What follows belongs to an exercise in optimizing a design on an open flow for small area, a short achievable clock period and few clock cycles per item; a production flow would make more cautious choices.
Where RTL was checked, it was by simulation tests only, not by an equivalence proof against the original.

== old ==
==> flow/design.v (excerpt) <==
module csb_crc (
    input  wire        clk,
    input  wire        rst,         
    input  wire        in_valid,
    output wire        in_ready,
    input  wire        in_init,
    input  wire [2:0]  in_nbytes,   
    input  wire [31:0] in_data,
    output wire        idle,
    output wire [31:0] result
);
For scale: roughly 39 flip-flops.
Settings: LEC_CHECK=0, CAP_MARGIN=20, CORE_MARGIN=2, CORE_UTILIZATION=40, SLEW_MARGIN=20, SYNTH_HIERARCHICAL=1; clock period 5.0 ns.
standard.sh (not shown) runs the stock make flow with config.mk's settings and CLKGATE_MAP_FILE= SYNTH_SCRIPT=/design/flow/synth_recipe.tcl, a recipe that flattens the netlist after the stock synthesis.
==> flow/flow/run.sh <==
#!/bin/bash
# Standard layout, with plain buf_1 cells as the port buffers.
export BUFFER_PORTS_ARGS="-buffer_cell sky130_fd_sc_hd__buf_1"
bash standard.sh > standard.log 2>&1
#### Input delta (new over old)
Settings: SETUP_SLACK_MARGIN newly set to 2.5.
Notes after the runs:
Looking at final cycle utilization of the critical path, new sits 16 points lower than old does.
Between new and old, it is new whose post-CTS repair timing setup buffer count is higher, by 71.
Routed wire in new totals more than in old.
Looking at total routed wire length on the met1 layer, new sits 19% higher than old does.
Relative to old, new improves worst hold slack.
Setup WNS old -> new: better
No run of this note included a check of the RTL's function; only the layout flow was run.


Another version of the RTL of csb_crc (not shown whole).
Size in the first run: about 460 cells after synthesis, roughly 41 flip-flops, ~73 I/O pins, ~0.0045 mm² of cells after synthesis.
export LEC_CHECK = 0
export CAP_MARGIN = 20
export CORE_MARGIN = 2
export CORE_UTILIZATION = 40
export CTS_BUF_LIST = sky130_fd_sc_hd__clkbuf_4 sky130_fd_sc_hd__clkbuf_8
export CTS_CLUSTER_DIAMETER = 100
export CTS_CLUSTER_SIZE = 30
export SETUP_SLACK_MARGIN = 3.2
export SLEW_MARGIN = 20
export TNS_END_PERCENT = 0
create_clock -name core_clock -period 5.0 [get_ports {clk}]
==> flow/flow/run.sh <==
#!/bin/bash
# Standard layout, with plain buf_1 cells as the port buffers and the
# state flip-flops (which drive the whole next-state network and the
# result ports) upsized after placement.
set -e
export BUFFER_PORTS_ARGS="-buffer_cell sky130_fd_sc_hd__buf_1"
bash standard.sh place > standard_place.log 2>&1
openroad -no_init -exit flow/upsize.tcl > upsize.log 2>&1
bash standard.sh finish > standard.log 2>&1
==> flow/flow/upsize.tcl <==
# Upsize the code register's flip-flops in the placed design, then
# legalize the placement again.
set odb orfs/results/sky130hd/csb_crc/base/3_place.odb
read_db $odb
read_liberty $::env(FLOW_HOME)/platforms/sky130hd/lib/sky130_fd_sc_hd__tt_025C_1v80.lib
set block [ord::get_db_block]
set n 0
foreach inst [$block getInsts] {
  if {[[$inst getMaster] getName] eq "sky130_fd_sc_hd__dfxtp_1" && [string match "code*" [$inst getName]]} {
    replace_cell [$inst getName] sky130_fd_sc_hd__dfxtp_2
    incr n
  }
}
puts "upsized $n flip-flops"
detailed_placement
check_placement
write_db $odb
Testbench counts at the start, summed over its fixed seeds: cycles 24,576, bytes 97,536.
Next try:
==> flow/flow/run.sh (replaced) <==
#!/bin/bash
# Standard layout, with plain buf_1 cells as the port buffers.
export BUFFER_PORTS_ARGS="-buffer_cell sky130_fd_sc_hd__buf_1"
bash standard.sh > standard.log 2>&1
Settings changed: SETUP_SLACK_MARGIN 3.2 to 2.7, TNS_END_PERCENT 0 to unset.
removed: flow/flow/upsize.tcl
=> The new run completed without violations. Routed wire length came out lower by 17%. Worst setup slack loses 0.25 ns. Flip-flop and latch count is unchanged.
Next try:
==> flow/flow/run.sh (replaced) <==
#!/bin/bash
# Standard layout, with plain buf_1 cells as the port buffers and the
# state flip-flops (which drive the whole next-state network and the
# result ports) upsized after placement.
set -e
export BUFFER_PORTS_ARGS="-buffer_cell sky130_fd_sc_hd__buf_1"
bash standard.sh place > standard_place.log 2>&1
openroad -no_init -exit flow/upsize.tcl > upsize.log 2>&1
bash standard.sh finish > standard.log 2>&1
==> flow/flow/upsize.tcl (new file) <==
# Upsize the code register's flip-flops in the placed design, then
# legalize the placement again.
set odb orfs/results/sky130hd/csb_crc/base/3_place.odb
read_db $odb
read_liberty $::env(FLOW_HOME)/platforms/sky130hd/lib/sky130_fd_sc_hd__tt_025C_1v80.lib
set block [ord::get_db_block]
set n 0
foreach inst [$block getInsts] {
  if {[[$inst getMaster] getName] eq "sky130_fd_sc_hd__dfxtp_1" && [string match "code*" [$inst getName]]} {
    replace_cell [$inst getName] sky130_fd_sc_hd__dfxtp_2
    incr n
  }
}
puts "upsized $n flip-flops"
detailed_placement
check_placement
write_db $odb
Settings changed: PLACE_DENSITY set to 0.75, SETUP_SLACK_MARGIN 2.7 to 3.0, TNS_END_PERCENT set to 0.
Result: Synthesized area does not change; wire length rises by 3.1%; global-route usage rises by 0.94 points; synthesized cell count is unchanged.


run 1:
Starting RTL as in the previous note.
clock: 5.0 ns
lec_check: 0
cap_margin: 20
core_margin: 2
core_utilization: 40
cts_buf_list: sky130_fd_sc_hd__clkbuf_4 sky130_fd_sc_hd__clkbuf_8
cts_cluster_diameter: 100
cts_cluster_size: 30
setup_slack_margin: 3.0
slew_margin: 20
tns_end_percent: 0
==> flow/flow/run.sh <==
#!/bin/bash
# Standard layout, with plain buf_1 cells as the port buffers and the
# state flip-flops (which drive the whole next-state network and the
# result ports) upsized after placement.
set -e
export BUFFER_PORTS_ARGS="-buffer_cell sky130_fd_sc_hd__buf_1"
bash standard.sh place > standard_place.log 2>&1
openroad -no_init -exit flow/upsize.tcl > upsize.log 2>&1
bash standard.sh finish > standard.log 2>&1
==> flow/flow/upsize.tcl <==
# Upsize the code register's flip-flops in the placed design, then
# legalize the placement again.
set odb orfs/results/sky130hd/csb_crc/base/3_place.odb
read_db $odb
read_liberty $::env(FLOW_HOME)/platforms/sky130hd/lib/sky130_fd_sc_hd__tt_025C_1v80.lib
set block [ord::get_db_block]
set n 0
foreach inst [$block getInsts] {
  if {[[$inst getMaster] getName] eq "sky130_fd_sc_hd__dfxtp_1" && [string match "code*" [$inst getName]]} {
    replace_cell [$inst getName] sky130_fd_sc_hd__dfxtp_4
    incr n
  }
}
puts "upsized $n flip-flops"
detailed_placement
check_placement
write_db $odb
Testbench counts of run 1, summed over its fixed seeds: cycles 24,576, bytes 97,536.
### run 1 -> run 2
# run 1
export LEC_CHECK = 0
export CAP_MARGIN = 20
export CORE_MARGIN = 2
export CORE_UTILIZATION = 40
export CTS_BUF_LIST = sky130_fd_sc_hd__clkbuf_4 sky130_fd_sc_hd__clkbuf_8
export CTS_CLUSTER_DIAMETER = 100
export CTS_CLUSTER_SIZE = 30
export SETUP_SLACK_MARGIN = 3.0
export SLEW_MARGIN = 20
export TNS_END_PERCENT = 0
create_clock -name core_clock -period 5.0 [get_ports {clk}]
# run 2
export LEC_CHECK = 0
export CAP_MARGIN = 20
export CORE_MARGIN = 2
export CORE_UTILIZATION = 40
export CTS_BUF_LIST = sky130_fd_sc_hd__clkbuf_4 sky130_fd_sc_hd__clkbuf_8
export CTS_CLUSTER_DIAMETER = 100
export CTS_CLUSTER_SIZE = 30
export SETUP_SLACK_MARGIN = 2.85
export SLEW_MARGIN = 20
create_clock -name core_clock -period 5.0 [get_ports {clk}]
==> flow/flow/run.sh <==
#!/bin/bash
# Standard layout, with plain buf_1 cells as the port buffers.
export BUFFER_PORTS_ARGS="-buffer_cell sky130_fd_sc_hd__buf_1"
bash standard.sh > standard.log 2>&1
removed: flow/flow/upsize.tcl
Notes after the runs:
- Run 2 vs run 1: post-detailed-route wirelength per cell down slightly
- Run 2 vs run 1 — design area climbed by a few percent
- Cts-stage hold buffer count of run 2 is on par with run 1.
- The weighted congestion reported at the end of routability-driven placement in run 2 sits 0.065 below the value recorded for run 1.
- Re number of ordinary and repair buffers in the finished layout: run 2 and run 1 aren't equal, and the higher value belongs to run 2.
- In the tables for run 2 and run 1, total global-route track usage reads lower with run 2.
- Against run 1, run 2 reports a area used by sequential logic in the layout that is lower.
- Clock-pin transition on the worst setup and hold timing paths of run 1 is on par with run 2.
- Part of the cycle the worst path needs for run 2: 1.3 points up relative to run 1
Setup changes, run 2 to run 3
# run 2
export LEC_CHECK = 0
export CAP_MARGIN = 20
export CORE_MARGIN = 2
export CORE_UTILIZATION = 40
export CTS_BUF_LIST = sky130_fd_sc_hd__clkbuf_4 sky130_fd_sc_hd__clkbuf_8
export CTS_CLUSTER_DIAMETER = 100
export CTS_CLUSTER_SIZE = 30
export SETUP_SLACK_MARGIN = 2.85
export SLEW_MARGIN = 20
create_clock -name core_clock -period 5.0 [get_ports {clk}]
# run 3
export LEC_CHECK = 0
export CAP_MARGIN = 20
export CORE_MARGIN = 2
export CORE_UTILIZATION = 40
export CTS_BUF_LIST = sky130_fd_sc_hd__clkbuf_4 sky130_fd_sc_hd__clkbuf_8
export CTS_CLUSTER_DIAMETER = 100
export CTS_CLUSTER_SIZE = 30
export SETUP_SLACK_MARGIN = 2.5
export SLEW_MARGIN = 20
create_clock -name core_clock -period 5.0 [get_ports {clk}]
Results
- Taking run 2 as the reference, in run 3 count of max-cap constraint violations about even.
- Going from run 2 to run 3, the met1 demand-to-capacity share in global routing was found to have gone up by 0.39 points.
- Starting density of the core: run 2 vs run 3 identical
- The final-layout clock buffer total number comes out higher for run 2 vs run 3.
- For the routability congestion estimate, run 3 came in about 3.4% higher than run 2 did.
- Looking at worst setup slack across run 3 and run 2, the one that comes out lower is run 3.
- In run 3 relative to run 2, post-route cell area had gone down by a little under 10%.
Setup changes, run 3 to run 4
# run 3
export LEC_CHECK = 0
export CAP_MARGIN = 20
export CORE_MARGIN = 2
export CORE_UTILIZATION = 40
export CTS_BUF_LIST = sky130_fd_sc_hd__clkbuf_4 sky130_fd_sc_hd__clkbuf_8
export CTS_CLUSTER_DIAMETER = 100
export CTS_CLUSTER_SIZE = 30
export SETUP_SLACK_MARGIN = 2.5
export SLEW_MARGIN = 20
create_clock -name core_clock -period 5.0 [get_ports {clk}]
# run 4
export LEC_CHECK = 0
export CAP_MARGIN = 20
export CORE_MARGIN = 2
export CORE_UTILIZATION = 40
export CTS_BUF_LIST = sky130_fd_sc_hd__clkbuf_4 sky130_fd_sc_hd__clkbuf_8
export CTS_CLUSTER_DIAMETER = 100
export CTS_CLUSTER_SIZE = 30
export SETUP_SLACK_MARGIN = 2.9
export SLEW_MARGIN = 20
create_clock -name core_clock -period 5.0 [get_ports {clk}]
==> flow/flow/run.sh <==
#!/bin/bash
# Standard layout, with plain buf_1 cells as the port buffers and the
# state flip-flops (which drive the whole next-state network and the
# result ports) upsized after placement.
set -e
export BUFFER_PORTS_ARGS="-buffer_cell sky130_fd_sc_hd__buf_1"
bash standard.sh place > standard_place.log 2>&1
openroad -no_init -exit flow/upsize.tcl > upsize.log 2>&1
bash standard.sh finish > standard.log 2>&1
==> flow/flow/upsize.tcl (new file) <==
# Upsize the code register's flip-flops in the placed design, then
# legalize the placement again.
set odb orfs/results/sky130hd/csb_crc/base/3_place.odb
read_db $odb
read_liberty $::env(FLOW_HOME)/platforms/sky130hd/lib/sky130_fd_sc_hd__tt_025C_1v80.lib
set block [ord::get_db_block]
set n 0
foreach inst [$block getInsts] {
  if {[[$inst getMaster] getName] eq "sky130_fd_sc_hd__dfxtp_1" && [string match "code*" [$inst getName]]} {
    replace_cell [$inst getName] sky130_fd_sc_hd__dfxtp_2
    incr n
  }
}
puts "upsized $n flip-flops"
detailed_placement
check_placement
write_db $odb
Findings:
Run 4 did not stop at any stage, and its layout met the timing, design-rule and antenna checks. Relative to run 3, hold slack increased by 0.023 ns in run 4. Area growth from synthesis to layout (run 4 over run 3): increase, 12 points. Changes observed in run 4 relative to run 3: post-layout instance count excluding filler cells increased by 26 relative to the old numbers, average wire length per cell after detail routing increased by about 4.5% relative to the old numbers, pin slew with the least headroom to its limit decreased by 0.49 ns relative to the old numbers. Run 3 has lower worst setup slack after placement than run 4.


csb_crc again, from the RTL that the note above started with.
clock: 5.0 ns
lec_check: 0
cap_margin: 20
core_margin: 2
core_utilization: 40
cts_buf_list: sky130_fd_sc_hd__clkbuf_4 sky130_fd_sc_hd__clkbuf_8
cts_cluster_diameter: 100
cts_cluster_size: 30
gpl_routability_driven: 0
place_density: 0.65
setup_slack_margin: 3.0
slew_margin: 20
tns_end_percent: 0
==> flow/flow/run.sh <==
#!/bin/bash
# Standard layout, with plain buf_1 cells as the port buffers and the
# state flip-flops (which drive the whole next-state network and the
# result ports) upsized after placement.
set -e
export BUFFER_PORTS_ARGS="-buffer_cell sky130_fd_sc_hd__buf_1"
bash standard.sh place > standard_place.log 2>&1
openroad -no_init -exit flow/upsize.tcl > upsize.log 2>&1
bash standard.sh finish > standard.log 2>&1
==> flow/flow/upsize.tcl <==
# Upsize the code register's flip-flops in the placed design, then
# legalize the placement again.
set odb orfs/results/sky130hd/csb_crc/base/3_place.odb
read_db $odb
read_liberty $::env(FLOW_HOME)/platforms/sky130hd/lib/sky130_fd_sc_hd__tt_025C_1v80.lib
set block [ord::get_db_block]
set n 0
foreach inst [$block getInsts] {
  if {[[$inst getMaster] getName] eq "sky130_fd_sc_hd__dfxtp_1" && [string match "code*" [$inst getName]]} {
    replace_cell [$inst getName] sky130_fd_sc_hd__dfxtp_2
    incr n
  }
}
puts "upsized $n flip-flops"
detailed_placement
check_placement
write_db $odb
Testbench counts at the start, summed over its fixed seeds: cycles 24,576, bytes 97,536.
Rerun with:
--- a/flow/config.mk
+++ b/flow/config.mk
@@ -13,6 +13,5 @@
 export CTS_CLUSTER_SIZE = 30
 export GPL_ROUTABILITY_DRIVEN = 0
-export PLACE_DENSITY = 0.65
-export SETUP_SLACK_MARGIN = 3.0
+export SETUP_SLACK_MARGIN = 3.1
 export SLEW_MARGIN = 20
 export TNS_END_PERCENT = 0
- The new run ran to the end with no violations
- first-iteration DRC count shrinks by 18%
- count of clock-buffer cells in the layout is unchanged
- area after synthesis is unchanged
- non-clock buffer count grows by 9
- setup slack improves by 0.11 ns
- synthesized cell count is unchanged
- routed wire length grows by 5.0%
- sequential cell count is unchanged
- fmax grows by 5.2%
Rerun with:
--- a/flow/config.mk
+++ b/flow/config.mk
@@ -12,6 +12,5 @@
 export CTS_CLUSTER_DIAMETER = 100
 export CTS_CLUSTER_SIZE = 30
-export GPL_ROUTABILITY_DRIVEN = 0
-export SETUP_SLACK_MARGIN = 3.1
+export SETUP_SLACK_MARGIN = 3.0
 export SLEW_MARGIN = 20
 export TNS_END_PERCENT = 0
Effect: Wire length fell by 2.2%; worst setup slack got worse by 0.043 ns; area after synthesis is unchanged.
Rerun with:
--- a/flow/flow/upsize.tcl
+++ b/flow/flow/upsize.tcl
@@ -8,5 +8,5 @@
 foreach inst [$block getInsts] {
   if {[[$inst getMaster] getName] eq "sky130_fd_sc_hd__dfxtp_1" && [string match "code*" [$inst getName]]} {
-    replace_cell [$inst getName] sky130_fd_sc_hd__dfxtp_2
+    replace_cell [$inst getName] sky130_fd_sc_hd__dfxtp_4
     incr n
   }
--- a/flow/config.mk
+++ b/flow/config.mk
@@ -12,5 +12,4 @@
 export CTS_CLUSTER_DIAMETER = 100
 export CTS_CLUSTER_SIZE = 30
-export SETUP_SLACK_MARGIN = 3.0
+export SETUP_SLACK_MARGIN = 3.1
 export SLEW_MARGIN = 20
-export TNS_END_PERCENT = 0
What happened:
- die area is unchanged
- final cell count came out higher by about a fifth
- design area came out higher by well over a third
- worst setup slack loses 0.0069 ns
- critical path depth came out higher by 1
- non-clock buffer count came out higher by 122
- clock skew came out higher by 0.0044 ns
- maximum frequency came out lower slightly
- via count came out higher by about a fifth

## afterwards: timing with drivers on the ports
No port has a modelled driver above. Below, the same layouts with a new extraction and two added sets of constraints. Step 1: set_driving_cell puts a clkbuf_16 on clk and a buf_2 on each other input, an assumption about the parent block. Step 2 times the ports against the registers' clock, not the clock port: input delays grow and output delays shrink by t, the midpoint of the rising clock arrivals with the driver on. Slacks: ideal / step 1 / step 2; pairs: ideal / step 1.
run | t (ns) | slack for setup (ns) | worst slew at a driven data input, ns | cell pins on the clock port's net
old | 0.324 | 0.969 / 0.984 / 0.661 | 0.04 | 1
new | 0.329 | 1.787 / 1.786 / 1.457 | 0.05 | 1
the first run of note 2 | 0.356 | 2.981 / 2.981 / 2.721 | 0.04 | 1
the second run of note 2 | 0.337 | 2.728 / 2.728 / 2.501 | 0.03 | 1
the third run of note 2 | 0.336 | 2.847 / 2.847 / 2.623 | 0.04 | 1
run 1 | 0.343 | 2.897 / 2.897 / 2.625 | 0.03 | 1
run 2 | 0.334 | 2.834 / 2.804 / 2.682 | 0.03 | 1
run 3 | 0.344 | 2.582 / 2.582 / 2.332 | 0.04 | 1
run 4 | 0.340 | 2.915 / 2.882 / 2.690 | 0.04 | 1
the first run of note 4 | 0.332 | 2.811 / 2.811 / 2.692 | 0.04 | 1
the second run of note 4 | 0.345 | 2.919 / 2.901 / 2.639 | 0.03 | 1
the third run of note 4 | 0.343 | 2.876 / 2.876 / 2.620 | 0.03 | 1
the fourth run of note 4 | 0.367 | 2.869 / 2.869 / 2.747 | 0.04 | 1
After both steps every run listed still meets setup and hold. The setup slack of new, which loses most, moves by -0.001 ns with the drivers and by -0.330 ns with both steps.
